Context: an optimization exercise on an open-source flow, tuned for small area. The choices shown serve that exercise and are no tape-out recipe.
In this exercise RTL edits were held to simulation tests only and were not proved equivalent to the original.
No activity file was given, so power comes from the tool's default toggle rates.

Setup of job 101:
==> flow/design.v (excerpt) <==
module ibm2ieee (
    input  wire        clk,
    input  wire        rst,
    input  wire        in_valid,
    input  wire [1:0]  op,
    input  wire [63:0] src,
    output reg         out_valid,
    output reg  [63:0] result
);
Size: about 800 cells after synthesis, ~65 flip-flops, ~130 I/O pins.
==> flow/config.mk <==
export PLATFORM = sky130hd
export DESIGN_NAME = ibm2ieee
export DESIGN_NICKNAME = ibm2ieee
export VERILOG_FILES = /design/flow/design.v
export SDC_FILE = /design/flow/constraint.sdc
export NUM_CORES = 4
export LEC_CHECK = 0
export CAP_MARGIN = 20
export CORE_MARGIN = 2
export CORE_UTILIZATION = 40
export SLEW_MARGIN = 20
==> flow/constraint.sdc <==
create_clock -name core_clock -period 18.0 [get_ports {clk}]
set_input_delay 3.6000 -clock core_clock [delete_from_list [all_inputs] [get_ports {clk}]]
set_output_delay 3.6000 -clock core_clock [all_outputs]
set_load 0.01 [all_outputs]
standard.sh (not shown) runs the stock make flow with config.mk's settings and CLKGATE_MAP_FILE= SYNTH_SCRIPT=/design/flow/synth_recipe.tcl, a recipe that flattens the netlist after the stock synthesis.
==> flow/flow/run.sh <==
#!/bin/bash
set -euo pipefail
HERE=$(pwd)
sed "s|SYNTH_SCRIPT=[^ ]*|SYNTH_SCRIPT=$HERE/flow/my_synth.tcl|" standard.sh > my_standard.sh
export MY_ABC_SCRIPT=$HERE/flow/abc.script
export BUFFER_PORTS_ARGS="-buffer_cell sky130_fd_sc_hd__buf_1"
export REMOVE_ABC_BUFFERS=1
if [ -f flow/cts_args ]; then export CTS_ARGS="$(cat flow/cts_args)"; fi
bash my_standard.sh > flow.log 2>&1
==> flow/flow/abc.script <==
strash
&get -n
&deepsyn -T 60
&put
dch -f
amap
topo
==> flow/flow/cts_args <==
-sink_clustering_enable -repair_clock_nets -dont_use_dummy_load -sink_clustering_size 80 -sink_clustering_max_diameter 400 -buf_list sky130_fd_sc_hd__clkbuf_8 -root_buf sky130_fd_sc_hd__clkbuf_8
==> flow/flow/my_synth.tcl <==
# The standard flow's synthesis script with ABC's mapping script replaced by an area-oriented one
proc synth {args} { yosys synth -nofsm -noshare {*}$args }
proc abc {args} {
  set i [lsearch -exact $args -script]
  if { $i >= 0 && [info exists ::env(MY_ABC_SCRIPT)] } {
    lset args [expr {$i + 1}] $::env(MY_ABC_SCRIPT)
  }
  puts "my abc: $args"
  yosys abc {*}$args
}
source $::env(SCRIPTS_DIR)/synth.tcl
# left out here: clear keep_hierarchy, flatten, clean up, hide names made inside functions, write 1_2_yosys.v
For job 102, these inputs were changed with respect to job 101:
==> flow/flow/cts_args <==
-sink_clustering_enable -repair_clock_nets -dont_use_dummy_load -buf_list sky130_fd_sc_hd__clkbuf_4 -root_buf sky130_fd_sc_hd__clkbuf_4
-- flow/config.mk --
<<< job 101, line 9
export CORE_MARGIN = 2
export CORE_UTILIZATION = 40
export SLEW_MARGIN = 20
>>> job 102, line 9
export CORE_MARGIN = 2
export CORE_UTILIZATION = 65
export PLACE_DENSITY = 0.75
export SLEW_MARGIN = 20
Findings:
Job 102 and job 101 all finish clean.
Critical path depth for job 102: 2 down relative to job 101
Job 102 ends up with higher overall routing resource usage than job 101 does.
Status: synthesized cell count parity (job 101, job 102)
Route | job 102 vs job 101 | wire shorter in job 102
Power spent charging and discharging nets for job 102: 0.0032 mW down relative to job 101
[inputs] job 103 vs job 102
-- flow/config.mk --
<<< job 102, line 9
export CORE_MARGIN = 2
export CORE_UTILIZATION = 65
export PLACE_DENSITY = 0.75
export SLEW_MARGIN = 20
>>> job 103, line 9
export CORE_MARGIN = 2
export CORE_UTILIZATION = 40
export SLEW_MARGIN = 20
Results
Diff job 102 -> job 103: via count of the routed design went down, design area went up, switching power did not really move. Cell count after synthesis: job 103 vs job 102 identical. Going from job 102 to job 103, met2 wire length grew by more than 10%. Re period utilization: job 102 and job 103 aren't equal, and the higher value belongs to job 102. Higher non-clock buffer count among job 102 and job 103: job 103. Changes observed in job 103 relative to job 102: number of rows in the core area now sits higher; pre-CTS setup slack now sits higher. Per the comparison of job 103 with job 102, antenna cell count has increased; sequential fraction of total cell area has decreased.
> inputs changed (job 103 -> job 104)
==> flow/flow/cts_args <==
-sink_clustering_enable -repair_clock_nets -dont_use_dummy_load -buf_list sky130_fd_sc_hd__clkbuf_2 -root_buf sky130_fd_sc_hd__clkbuf_4
[summary]
From job 104 to job 103, register share of the cell area did not move at all. The routed wirelength normalized by instance count on job 103 is in line with that on job 104. ~same total wire length in job 103 and job 104. Per the comparison of job 104 with job 103, met3 demand-to-capacity share in global routing barely changed, final cell count ~0 delta. Between job 103 and job 104, the difference in footprint of the multi-input gates is negligible.
Changes in job 105 relative to job 104:
==> flow/flow/cts_args <==
-sink_clustering_enable -repair_clock_nets -dont_use_dummy_load -buf_list sky130_fd_sc_hd__clkbuf_4 -root_buf sky130_fd_sc_hd__clkbuf_4
-- flow/config.mk --
<<< job 104, line 10
export CORE_UTILIZATION = 40
export SLEW_MARGIN = 20
>>> job 105, line 10
export CORE_UTILIZATION = 40
export GPL_TIMING_DRIVEN = 0
export SLEW_MARGIN = 20
--- outcome ---
Re die span in x: no difference whatsoever between job 104 and job 105. Compared with job 104, job 105 shows sum of met2 wire segment lengths after detailed routing that has gone down by more than 10%. Of job 105 and job 104, it is job 105 that has the higher area of the multi-input gates. Job 105 ended up with a lower wire length than job 104 did. [compare] base=job 104 new=job 105: clock network fraction of total power now smaller; final cell area excluding filler cells now larger; fmax now smaller; number of non-filler instances in the completed layout comparable. As far as post-layout net count is concerned, job 104 and job 105 perform about the same. Of job 105 and job 104, it is job 105 that has the higher share of total power in sequential cells.

========
ibm2ieee, a different RTL version from the one above (not shown whole).
Size: ~1100 cells after synthesis, roughly 65 flip-flops, ~130 I/O pins, ~0.0073 mm² of cells after synthesis.
Design ibm2ieee, start of the top module:
module ibm2ieee (
    input  wire        clk,
    input  wire        rst,
    input  wire        in_valid,
    input  wire [1:0]  op,
    input  wire [63:0] src,
    output reg         out_valid,
    output reg  [63:0] result
);
==> flow/config.mk <==
export PLATFORM = sky130hd
export DESIGN_NAME = ibm2ieee
export DESIGN_NICKNAME = ibm2ieee
export VERILOG_FILES = /design/flow/design.v
export SDC_FILE = /design/flow/constraint.sdc
export NUM_CORES = 4
export LEC_CHECK = 0
export CAP_MARGIN = 20
export CORE_MARGIN = 2
export CORE_UTILIZATION = 40
export SLEW_MARGIN = 20
==> flow/constraint.sdc <==
create_clock -name core_clock -period 18.0 [get_ports {clk}]
set_input_delay 3.6000 -clock core_clock [delete_from_list [all_inputs] [get_ports {clk}]]
set_output_delay 3.6000 -clock core_clock [all_outputs]
set_load 0.01 [all_outputs]
==> flow/flow/run.sh <==
#!/bin/bash
set -euo pipefail
HERE=$(pwd)
sed "s|SYNTH_SCRIPT=[^ ]*|SYNTH_SCRIPT=$HERE/flow/my_synth.tcl|" standard.sh > my_standard.sh
export MY_ABC_SCRIPT=$HERE/flow/abc.script
[ -n "${PORT_BUF:-}" ] && export BUFFER_PORTS_ARGS="-buffer_cell $PORT_BUF"
bash my_standard.sh > flow.log 2>&1
==> flow/flow/abc.script <==
strash
dch
amap
topo
Scripts as last shown in full above: flow/flow/my_synth.tcl
Rerun with:
==> flow/flow/run.sh (replaced) <==
#!/bin/bash
# probe: run the standard flow unchanged, logging its output
bash standard.sh > standard.log 2>&1
removed: flow/flow/abc.script
removed: flow/flow/my_synth.tcl
Outcome: Sequential share of layout area is lower by 3.3 points. Synthesized area is higher by 57%. Final area is higher by 34%. Clock power is lower by about 9%. Sequential cell count is unchanged. Worst setup slack got worse by 0.34 ns.
Rerun with:
==> flow/flow/run.sh (replaced) <==
#!/bin/bash
set -euo pipefail
HERE=$(pwd)
sed "s|SYNTH_SCRIPT=[^ ]*|SYNTH_SCRIPT=$HERE/flow/my_synth.tcl|" standard.sh > my_standard.sh
export MY_ABC_SCRIPT=$HERE/flow/abc.script
export BUFFER_PORTS_ARGS="-buffer_cell sky130_fd_sc_hd__buf_1"
bash my_standard.sh > flow.log 2>&1
==> flow/flow/abc.script (new file) <==
strash
dch
amap
topo
==> flow/flow/my_synth.tcl (new file) <==
# The standard flow's synthesis script with ABC's mapping script replaced by an area-oriented one
proc synth {args} { yosys synth -nofsm -noshare {*}$args }
proc abc {args} {
  set i [lsearch -exact $args -script]
  if { $i >= 0 && [info exists ::env(MY_ABC_SCRIPT)] } {
    lset args [expr {$i + 1}] $::env(MY_ABC_SCRIPT)
  }
  puts "my abc: $args"
  yosys abc {*}$args
}
source $::env(SCRIPTS_DIR)/synth.tcl
# left out here: clear keep_hierarchy, flatten, clean up, hide names made inside functions, write 1_2_yosys.v
=> The new run ran to the end with no violations. Global-route usage drops by 2.8 points. Design area drops by 32%. Sequential share of layout area climbs by 4.5 points. Setup slack improved by 0.53 ns.
Rerun with:
==> flow/run.sh (new file) <==
#!/bin/bash
# synth_recipe.tcl (not shown) runs the flow's synth.tcl, then flattens the netlist and writes it again
# the make line also repeats each setting of config.mk as NAME=value (left out here)
make -C /OpenROAD-flow-scripts/flow DESIGN_CONFIG=/design/flow/config.mk WORK_HOME=/design/flow/orfs CLKGATE_MAP_FILE= SYNTH_SCRIPT=/design/flow/synth_recipe.tcl finish
ABC_AREA = 1   (was not set)
removed: flow/flow/run.sh
removed: flow/flow/abc.script
removed: flow/flow/my_synth.tcl
removed: flow/standard.sh
The changed run finished with timing, DRC and antenna clean; wire length goes up by 44%; total power came out higher by 29%; worst hold slack gets better by 0.37 ns; synthesized area grows by 44%; via count rose by 35%; die area grows by 43%; final cell count goes up by 61%.

========
ibm2ieee, a different RTL version from the one above (not shown whole).
For scale: about 920 cells after synthesis, roughly 130 I/O pins, roughly 6800 sq um of cells after synthesis.
==> flow/config.mk <==
export PLATFORM = sky130hd
export DESIGN_NAME = ibm2ieee
export DESIGN_NICKNAME = ibm2ieee
export VERILOG_FILES = /design/flow/design.v
export SDC_FILE = /design/flow/constraint.sdc
export NUM_CORES = 4
export LEC_CHECK = 0
export CAP_MARGIN = 20
export CORE_MARGIN = 2
export CORE_UTILIZATION = 40
export SLEW_MARGIN = 20
==> flow/constraint.sdc <==
create_clock -name core_clock -period 18.0 [get_ports {clk}]
set_input_delay 3.6000 -clock core_clock [delete_from_list [all_inputs] [get_ports {clk}]]
set_output_delay 3.6000 -clock core_clock [all_outputs]
set_load 0.01 [all_outputs]
==> flow/flow/run.sh <==
#!/bin/bash
set -euo pipefail
HERE=$(pwd)
sed "s|SYNTH_SCRIPT=[^ ]*|SYNTH_SCRIPT=$HERE/flow/my_synth.tcl|" standard.sh > my_standard.sh
export MY_ABC_SCRIPT=$HERE/flow/abc.script
export BUFFER_PORTS_ARGS="-buffer_cell sky130_fd_sc_hd__buf_1"
bash my_standard.sh > flow.log 2>&1
==> flow/flow/abc.script <==
strash
dch
amap
topo
==> flow/flow/my_synth.tcl <==
# The standard flow's synthesis script with ABC's mapping script replaced by an area-oriented one
proc synth {args} { yosys synth -nofsm -noshare {*}$args }
proc abc {args} {
  set i [lsearch -exact $args -script]
  if { $i >= 0 && [info exists ::env(MY_ABC_SCRIPT)] } {
    lset args [expr {$i + 1}] $::env(MY_ABC_SCRIPT)
  }
  puts "my abc: $args"
  yosys abc {*}$args
}
source $::env(SCRIPTS_DIR)/synth.tcl
# left out here: clear keep_hierarchy, flatten, clean up, hide names made inside functions, write 1_2_yosys.v
The starting point finished clean.
==> next run, changes <==
--- a/flow/flow/run.sh
+++ b/flow/flow/run.sh
@@ -6,0 +7,2 @@
+export REMOVE_ABC_BUFFERS=1
+if [ -f flow/cts_args ]; then export CTS_ARGS="$(cat flow/cts_args)"; fi
==> flow/flow/abc.script (replaced) <==
strash
&get -n
&deepsyn -T 60
&put
dch -f
amap
topo
==> flow/flow/cts_args (new file) <==
-sink_clustering_enable -repair_clock_nets -dont_use_dummy_load -buf_list sky130_fd_sc_hd__clkbuf_4 -root_buf sky130_fd_sc_hd__clkbuf_4
Worst setup slack loses 0.39 ns.
Sequential power barely changes.
Global-route usage came out higher by 4.5 points.

afterwards: timing with drivers on the ports:
No port has a modelled driver above. Below, the same layouts with a new extraction and two added sets of constraints.
Step 1 sets driving cells, clkbuf_16 on the clock port and buf_2 on the other inputs (assumed; they add their load-dependent delay and slew).
Step 2 adds t to the input delays and takes it off the output delays; t is the mean of the earliest and latest rising clock arrival at the registers after step 1. Input paths then give back, and output paths get back, about the clock's delay inside the block.
a / b / c = no drivers / after step 1 / after step 2; a / b = the first two.
run	t, ns	setup slack, ns	worst setup path after step 2	latest minus earliest clock arrival (ns)
job 101	0.380	1.494 / 1.508 / 1.128	input to register	0.027 / 0.027
job 102	0.438	1.211 / 1.220 / 0.782	input to register	0.045 / 0.045
job 103	0.452	1.629 / 1.642 / 1.190	input to register	0.044 / 0.044
job 104	0.452	1.629 / 1.642 / 1.190	input to register	0.044 / 0.044
job 105	0.425	1.063 / 1.072 / 0.647	input to register	0.030 / 0.030
the first run of note 2	0.386	1.372 / 1.397 / 1.011	input to register	0.008 / 0.008
the second run of note 2	0.387	1.032 / 1.054 / 0.668	input to register	0.012 / 0.011
the third run of note 2	0.385	1.567 / 1.554 / 1.169	input to register	0.011 / 0.010
the fourth run of note 2	0.374	1.808 / 1.820 / 1.446	input to register	0.014 / 0.014
the first run of note 3	0.378	1.612 / 1.632 / 1.255	input to register	0.008 / 0.007
the second run of note 3	0.458	1.221 / 1.232 / 0.775	input to register	0.048 / 0.049
After both steps every run listed still meets setup and hold. The setup slack of the second run of note 3, which loses most, moves by +0.011 ns with the drivers and by -0.446 ns with both steps.
